This is an optimization exercise on Yosys and OpenROAD, whose aim is small area, a short achievable clock period and few clock cycles, not a production implementation. At most, simulation tests tie the RTL to the original design; equivalence was not proved. Power and IR drop assume default switching activity.

Design fdrd_stream, start of the top module:
module fdrd_stream (
    input  wire        clk,
    input  wire        rst,             
    input  wire        start,
    input  wire [11:0] frame_len,
    output wire        start_ready,
    input  wire        in_valid,
    input  wire [7:0]  in_data,
    output wire        in_ready,
    output reg         rec_valid,
    output wire [63:0] rec_ts,
    output wire [7:0]  rec_prio,
    output wire [31:0] rec_lon,
    output wire [31:0] rec_lat,
    output wire [15:0] rec_alt,
    output wire [15:0] rec_angle,
    output wire [7:0]  rec_sats,
    output wire [15:0] rec_speed,
    output wire [15:0] rec_event_io,
    output wire [15:0] rec_total_io,
    output wire [15:0] rec_cnt_1b,
    output wire [15:0] rec_cnt_2b,
    output wire [15:0] rec_cnt_4b,
    output wire [15:0] rec_cnt_8b,
    output wire [15:0] rec_cnt_nx,
    output wire [9:0]  rec_elem_first,
    output wire [10:0] rec_off,
    output wire [10:0] rec_len,
    output reg         elem_valid,
    output wire [15:0] elem_id,
    output wire [2:0]  elem_kind,
    output wire [7:0]  elem_rec,
    output wire [15:0] elem_vlen,
    output wire [10:0] elem_voff,
    output wire [63:0] elem_val,
    output reg         done,
    output reg  [2:0]  result,
    output wire [7:0]  anomaly,
    output wire [15:0] crc_calc,
    output wire [7:0]  ack,
    output wire [7:0]  rec_count,
    output wire [9:0]  elem_count,
    output wire [10:0] err_pos
);
    localparam [2:0] R_OK        = 3'd1;
    localparam [2:0] R_FRAME_LEN = 3'd2;
    localparam [2:0] R_SHORT     = 3'd3;
    localparam [2:0] R_CODEC     = 3'd4;
    localparam [2:0] R_CRC       = 3'd5;
    localparam [2:0] R_MALFORMED = 3'd6;
    localparam S_HDR  = 0,     
               S_END  = 1,     
               S_RH   = 2,     
               S_CNT0 = 3,     
               S_CNT1 = 4,     
               S_ID0  = 5,
               S_ID1  = 6,
               S_NXL0 = 7,
               S_NXL1 = 8,
               S_V0   = 9,     
               S_V    = 10;    
  ...
Size: about 1600 cells after synthesis, ~22000 um^2 of cells after synthesis.
==> flow/config.mk <==
export PLATFORM = sky130hd
export DESIGN_NAME = fdrd_stream
export DESIGN_NICKNAME = fdrd_stream
export VERILOG_FILES = /design/flow/design.v
export SDC_FILE = /design/flow/constraint.sdc
export NUM_CORES = 4
export LEC_CHECK = 0
export CAP_MARGIN = 20
export CORE_ASPECT_RATIO = 0.35
export CORE_MARGIN = 2
export CORE_UTILIZATION = 55
export SLEW_MARGIN = 20
==> flow/constraint.sdc <==
create_clock -name core_clock -period 11.0 [get_ports {clk}]
set_input_delay 2.2000 -clock core_clock [delete_from_list [all_inputs] [get_ports {clk}]]
set_output_delay 2.2000 -clock core_clock [all_outputs]
set_load 0.01 [all_outputs]
standard.sh (not shown) runs the stock make flow with config.mk's settings and CLKGATE_MAP_FILE= SYNTH_SCRIPT=/design/flow/synth_recipe.tcl, a recipe that flattens the netlist after the stock synthesis.
==> flow/flow/run.sh <==
#!/bin/bash
# Standard ORFS layout (unchanged synthesis, SDC and clock) with:
#  - timing repair aimed at a larger setup slack margin, so it keeps working
#    below the 11 ns clock;
#  - port buffers of the smallest buffer cell (every port is still buffered);
#  - a clock tree of clkbuf_16 with larger sink clusters and no dummy loads.
set -euo pipefail
CTS="-sink_clustering_enable -repair_clock_nets -sink_clustering_size 26 -sink_clustering_max_diameter 100 -buf_list sky130_fd_sc_hd__clkbuf_16 -dont_use_dummy_load"
bash standard.sh SETUP_SLACK_MARGIN=7.5 \
  "BUFFER_PORTS_ARGS=-buffer_cell sky130_fd_sc_hd__buf_1" \
  "CTS_ARGS=$CTS" finish > make_finish.log 2>&1
Next try:
--- a/flow/design.v
+++ b/flow/design.v
@@ -78,15 +78,14 @@
     reg        dbz;           
     reg        lt1, lt2, lt4, lt8, lt26;
     assign start_ready = idle;
     assign in_ready    = inr;
     wire take    = in_valid && inr;
     wire st_take = start && idle;
     wire len_ok  = (frame_len >= 12'd15) && (frame_len <= 12'd2048);
-    wire last_take = take && (tk ? rc == 12'hFFD : rc == 12'hFFC);
     always @(posedge clk) begin
         db  <= in_data;
         dbz <= (in_data == 8'd0);
         if (tk) begin
             lt1  <= (rc < 12'd2);
             lt2  <= (rc < 12'd3);
             lt4  <= (rc < 12'd5);
@@ -106,15 +105,15 @@
             tk <= take;
             if (st_take) begin
                 rc  <= frame_len;
                 inr <= len_ok;
             end else begin
                 if (st_tk)   rc <= rc - 12'd5;
                 else if (tk) rc <= rc - 12'd1;
-                if (last_take) inr <= 1'b0;
+                if (take && (tk ? rc == 12'hFFD : rc == 12'hFFC)) inr <= 1'b0;
             end
         end
     end
     reg [10:0]  st;
     reg [10:0]  pos;          
     reg [10:0]  fcnt;
     reg [2:0]   grp;          
@@ -172,17 +171,15 @@
     wire        rh_last  = is8 ? (fcnt[4:0] == 5'd3) : (fcnt[4:0] == 5'd1);
     wire        last_rec = lr;
     wire        cnt_zero = !gbig && grem[9:8] == 2'd0 && dbz;
     wire        last_el  = gl1;
     wire        nxl_zero = !nxbig && nxlen[10:8] == 3'd0 && dbz;
     wire [7:0]  rec_idx_n = rec_idx + {7'd0, rec_valid};
     wire [3:0]  hp       = pos[3:0];              
-    wire        crc_fin  = crc_ok && !(tk && rc == 12'hFFD && db != crc[15:8])
-                           && (in_data == crc[7:0]);
-    wire        ok_now   = cdc_ok && crc_fin && !f_mal;
+    wire        ok_now   = cdc_ok && crc_ok && (db == crc[7:0]) && !f_mal;
     wire        hdr_end = st[S_HDR] && hp == 4'd9;
     wire        isv     = st[S_V0] || st[S_V];
     wire        v_last  = (fcnt == 11'd1);
     wire        do_fail = fail;
     wire        do_elem = !fail && ((st[S_NXL1] && nxl_zero) || (isv && v_last));
     wire        do_rec  = !fail && ((st[S_RH] && rh_last && is8)
                                  || (st[S_CNT1] && cnt_zero && grp[2])
@@ -266,14 +263,35 @@
                 f_n2rec <= (db != rec_idx_n);
             end
             if ((rc == 12'hFFF || rc == 12'hFFE) && !dbz) begin
                 f_rhi  <= 1'b1;
                 crc_ok <= 1'b0;
             end
             if (rc == 12'hFFD && db != crc[15:8]) crc_ok <= 1'b0;
+            if (rc == 12'hFFC) begin
+                done <= 1'b1;
+                idle <= 1'b1;
+                if (!cdc_ok)
+                    result <= R_CODEC;
+                else if (!crc_ok || db != crc[7:0])
+                    result <= R_CRC;
+                else if (f_mal)
+                    result <= R_MALFORMED;
+                else
+                    result <= R_OK;
+                if (!ok_now) begin
+                    n1       <= 8'd0;
+                    rec_idx  <= 8'd0;
+                    elem_idx <= 10'd0;
+                    f_trunc  <= 1'b0;
+                    f_n2rec  <= 1'b0;
+                    f_slack  <= 1'b0;
+                end
+                if (!(cdc_ok && crc_ok && db == crc[7:0] && f_mal)) roff <= 11'd0;
+            end
             if (body && (st[S_END] || (do_fail && is8))) f_slack <= 1'b1;
             if (do_fail) begin
                 if (is8) f_trunc <= 1'b1;
                 else     f_mal   <= 1'b1;
             end
             if ((st[S_RH] && fcnt[4:0] == 5'd28) || (do_fail && !is8)) roff <= pos;
             if (st[S_RH] && fcnt[4:0] == 5'd28) efirst <= elem_idx;
@@ -305,35 +323,14 @@
                 elem_valid <= 1'b1;
                 elem_idx   <= elem_idx + 10'd1;
                 grem       <= grem - 10'd1;
                 gl1        <= !gbig && grem == 10'd2;
             end
             if (do_rec) rec_valid <= 1'b1;
         end
-        if (last_take) begin
-            done <= 1'b1;
-            idle <= 1'b1;
-            if (!cdc_ok)
-                result <= R_CODEC;
-            else if (!crc_fin)
-                result <= R_CRC;
-            else if (f_mal)
-                result <= R_MALFORMED;
-            else
-                result <= R_OK;
-            if (!ok_now) begin
-                n1       <= 8'd0;
-                rec_idx  <= 8'd0;
-                elem_idx <= 10'd0;
-                f_trunc  <= 1'b0;
-                f_n2rec  <= 1'b0;
-                f_slack  <= 1'b0;
-            end
-            if (!(cdc_ok && crc_fin && f_mal)) roff <= 11'd0;
-        end
         if (rst) begin
             idle  <= 1'b1;
             st_tk <= 1'b0;
         end
     end
     wire rh     = tk && st[S_RH];
     wire sr1_en = rh && fcnt[4:0] > 5'd4;
Outcome: The new run went through all stages and came out clean. Total power grows by about 1.2%. Wire length shrinks by about 1.3%. Final cell count shrinks by about 1.6%. Setup slack got worse by 0.0032 ns. Count of clock-buffer cells in the layout is unchanged.
Testbench counts after the change, summed over its fixed seeds: cycles 92,202.
No functional check of the RTL was part of the first run of this note.

* * *

Setup of main:
Starting RTL as in the previous note.
Settings: LEC_CHECK=0, CAP_MARGIN=20, CORE_ASPECT_RATIO=0.35, CORE_MARGIN=2, CORE_UTILIZATION=55, SLEW_MARGIN=20; clock period 11.0 ns.
==> flow/flow/run.sh <==
#!/bin/bash
# Standard ORFS layout (unchanged synthesis, SDC and clock) with:
#  - timing repair aimed at a larger setup slack margin, so it keeps working
#    below the 11 ns clock;
#  - port buffers of the smallest buffer cell (every port is still buffered);
#  - a clock tree of clkbuf_16 with larger sink clusters and no dummy loads.
set -euo pipefail
CTS="-sink_clustering_enable -repair_clock_nets -sink_clustering_size 26 -sink_clustering_max_diameter 100 -buf_list sky130_fd_sc_hd__clkbuf_16 -dont_use_dummy_load"
bash standard.sh SETUP_SLACK_MARGIN=7.58 \
  "BUFFER_PORTS_ARGS=-buffer_cell sky130_fd_sc_hd__buf_1" \
  "CTS_ARGS=$CTS" finish > make_finish.log 2>&1
## Diff of input files: the feature branch against main
-- flow/design.v --
<<< main, line 83
    wire st_take = start && idle;
    wire len_ok  = (frame_len >= 12'd15) && (frame_len <= 12'd2048);
    wire last_take = take && (tk ? rc == 12'hFFD : rc == 12'hFFC);
    always @(posedge clk) begin
        db  <= in_data;
>>> the feature branch, line 83
    wire st_take = start && idle;
    wire len_ok  = (frame_len >= 12'd15) && (frame_len <= 12'd2048);
    always @(posedge clk) begin
        db  <= in_data;
<<< main, line 111
                if (st_tk)   rc <= rc - 12'd5;
                else if (tk) rc <= rc - 12'd1;
                if (last_take) inr <= 1'b0;
            end
        end
>>> the feature branch, line 110
                if (st_tk)   rc <= rc - 12'd5;
                else if (tk) rc <= rc - 12'd1;
                if (take && (tk ? rc == 12'hFFD : rc == 12'hFFC)) inr <= 1'b0;
            end
        end
<<< main, line 177
    wire [7:0]  rec_idx_n = rec_idx + {7'd0, rec_valid};
    wire [3:0]  hp       = pos[3:0];              
    wire        crc_fin  = crc_ok && !(tk && rc == 12'hFFD && db != crc[15:8])
                           && (in_data == crc[7:0]);
    wire        ok_now   = cdc_ok && crc_fin && !f_mal;
    wire        hdr_end = st[S_HDR] && hp == 4'd9;
    wire        isv     = st[S_V0] || st[S_V];
>>> the feature branch, line 176
    wire [7:0]  rec_idx_n = rec_idx + {7'd0, rec_valid};
    wire [3:0]  hp       = pos[3:0];              
    wire        ok_now   = cdc_ok && crc_ok && (db == crc[7:0]) && !f_mal;
    wire        hdr_end = st[S_HDR] && hp == 4'd9;
    wire        isv     = st[S_V0] || st[S_V];
<<< main, line 271
            end
            if (rc == 12'hFFD && db != crc[15:8]) crc_ok <= 1'b0;
            if (body && (st[S_END] || (do_fail && is8))) f_slack <= 1'b1;
            if (do_fail) begin
>>> the feature branch, line 268
            end
            if (rc == 12'hFFD && db != crc[15:8]) crc_ok <= 1'b0;
            if (rc == 12'hFFC) begin
                done <= 1'b1;
                idle <= 1'b1;
                if (!cdc_ok)
                    result <= R_CODEC;
                else if (!crc_ok || db != crc[7:0])
                    result <= R_CRC;
                else if (f_mal)
                    result <= R_MALFORMED;
                else
                    result <= R_OK;
                if (!ok_now) begin
                    n1       <= 8'd0;
                    rec_idx  <= 8'd0;
                    elem_idx <= 10'd0;
                    f_trunc  <= 1'b0;
                    f_n2rec  <= 1'b0;
                    f_slack  <= 1'b0;
                end
                if (!(cdc_ok && crc_ok && db == crc[7:0] && f_mal)) roff <= 11'd0;
            end
            if (body && (st[S_END] || (do_fail && is8))) f_slack <= 1'b1;
            if (do_fail) begin
<<< main, line 309
            end
            if (do_rec) rec_valid <= 1'b1;
        end
        if (last_take) begin
            done <= 1'b1;
            idle <= 1'b1;
            if (!cdc_ok)
                result <= R_CODEC;
            else if (!crc_fin)
                result <= R_CRC;
            else if (f_mal)
                result <= R_MALFORMED;
            else
                result <= R_OK;
            if (!ok_now) begin
                n1       <= 8'd0;
                rec_idx  <= 8'd0;
                elem_idx <= 10'd0;
                f_trunc  <= 1'b0;
                f_n2rec  <= 1'b0;
                f_slack  <= 1'b0;
            end
            if (!(cdc_ok && crc_fin && f_mal)) roff <= 11'd0;
        end
        if (rst) begin
>>> the feature branch, line 327
            end
            if (do_rec) rec_valid <= 1'b1;
        end
        if (rst) begin
### Flow results
- Against main, the feature branch comes in about 1.9% higher on per-cell routed wire length.
- The feature branch vs main: register area down slightly
- The feature branch did not stop at any stage, and its layout met the timing, design-rule and antenna checks.
- No stage failed in main, and the final checks on the layout all came back clean.
- The run with more setup slack is the feature branch; main has less.
- Changes observed in the feature branch relative to main: worst stage delay on the critical path fell 60 ps; fraction of final layout cells sized beyond drive strength 1 dropped 4.3 points; routed metal-1 wirelength lower; average cell area after synthesis rose about 1.5%; wire length on met3 +1.9%.
- Between the feature branch and main, the sequential share of layout area is higher for the feature branch.
Testbench counts of the feature branch, summed over its fixed seeds: cycles 92,202.
The RTL of main was laid out without a check of its function.

[what the ideal ports hide]
In the flow no input, the clock included, has a driving cell. The finished layouts below were timed again as built, in two steps.
Step 1 sets driving cells, clkbuf_16 on the clock port and buf_2 on the other inputs (assumed; they add their load-dependent delay and slew).
Step 2 also shifts input and output timing later by t, the mid clock arrival at the registers, as if the neighbouring blocks saw the same clock.
a / b / c = no drivers / after step 1 / after step 2; a / b = the first two.
run	t (ns)	slack for setup (ns)	latest minus earliest clock arrival (ns)	worst slew at a driven data input, ns
the first run of note 1	0.608	7.564 / 7.501 / 7.064	0.104 / 0.105	0.04
the second run of note 1	0.603	7.560 / 7.501 / 7.207	0.075 / 0.075	0.07
main	0.610	7.555 / 7.496 / 7.065	0.095 / 0.095	0.03
the feature branch	0.593	7.601 / 7.543 / 7.236	0.081 / 0.081	0.06
After both steps setup and hold are still met in every run listed. For the first run of note 1, which loses most, drivers alone change the setup slack by -0.063 ns; drivers and shift together by -0.500 ns.
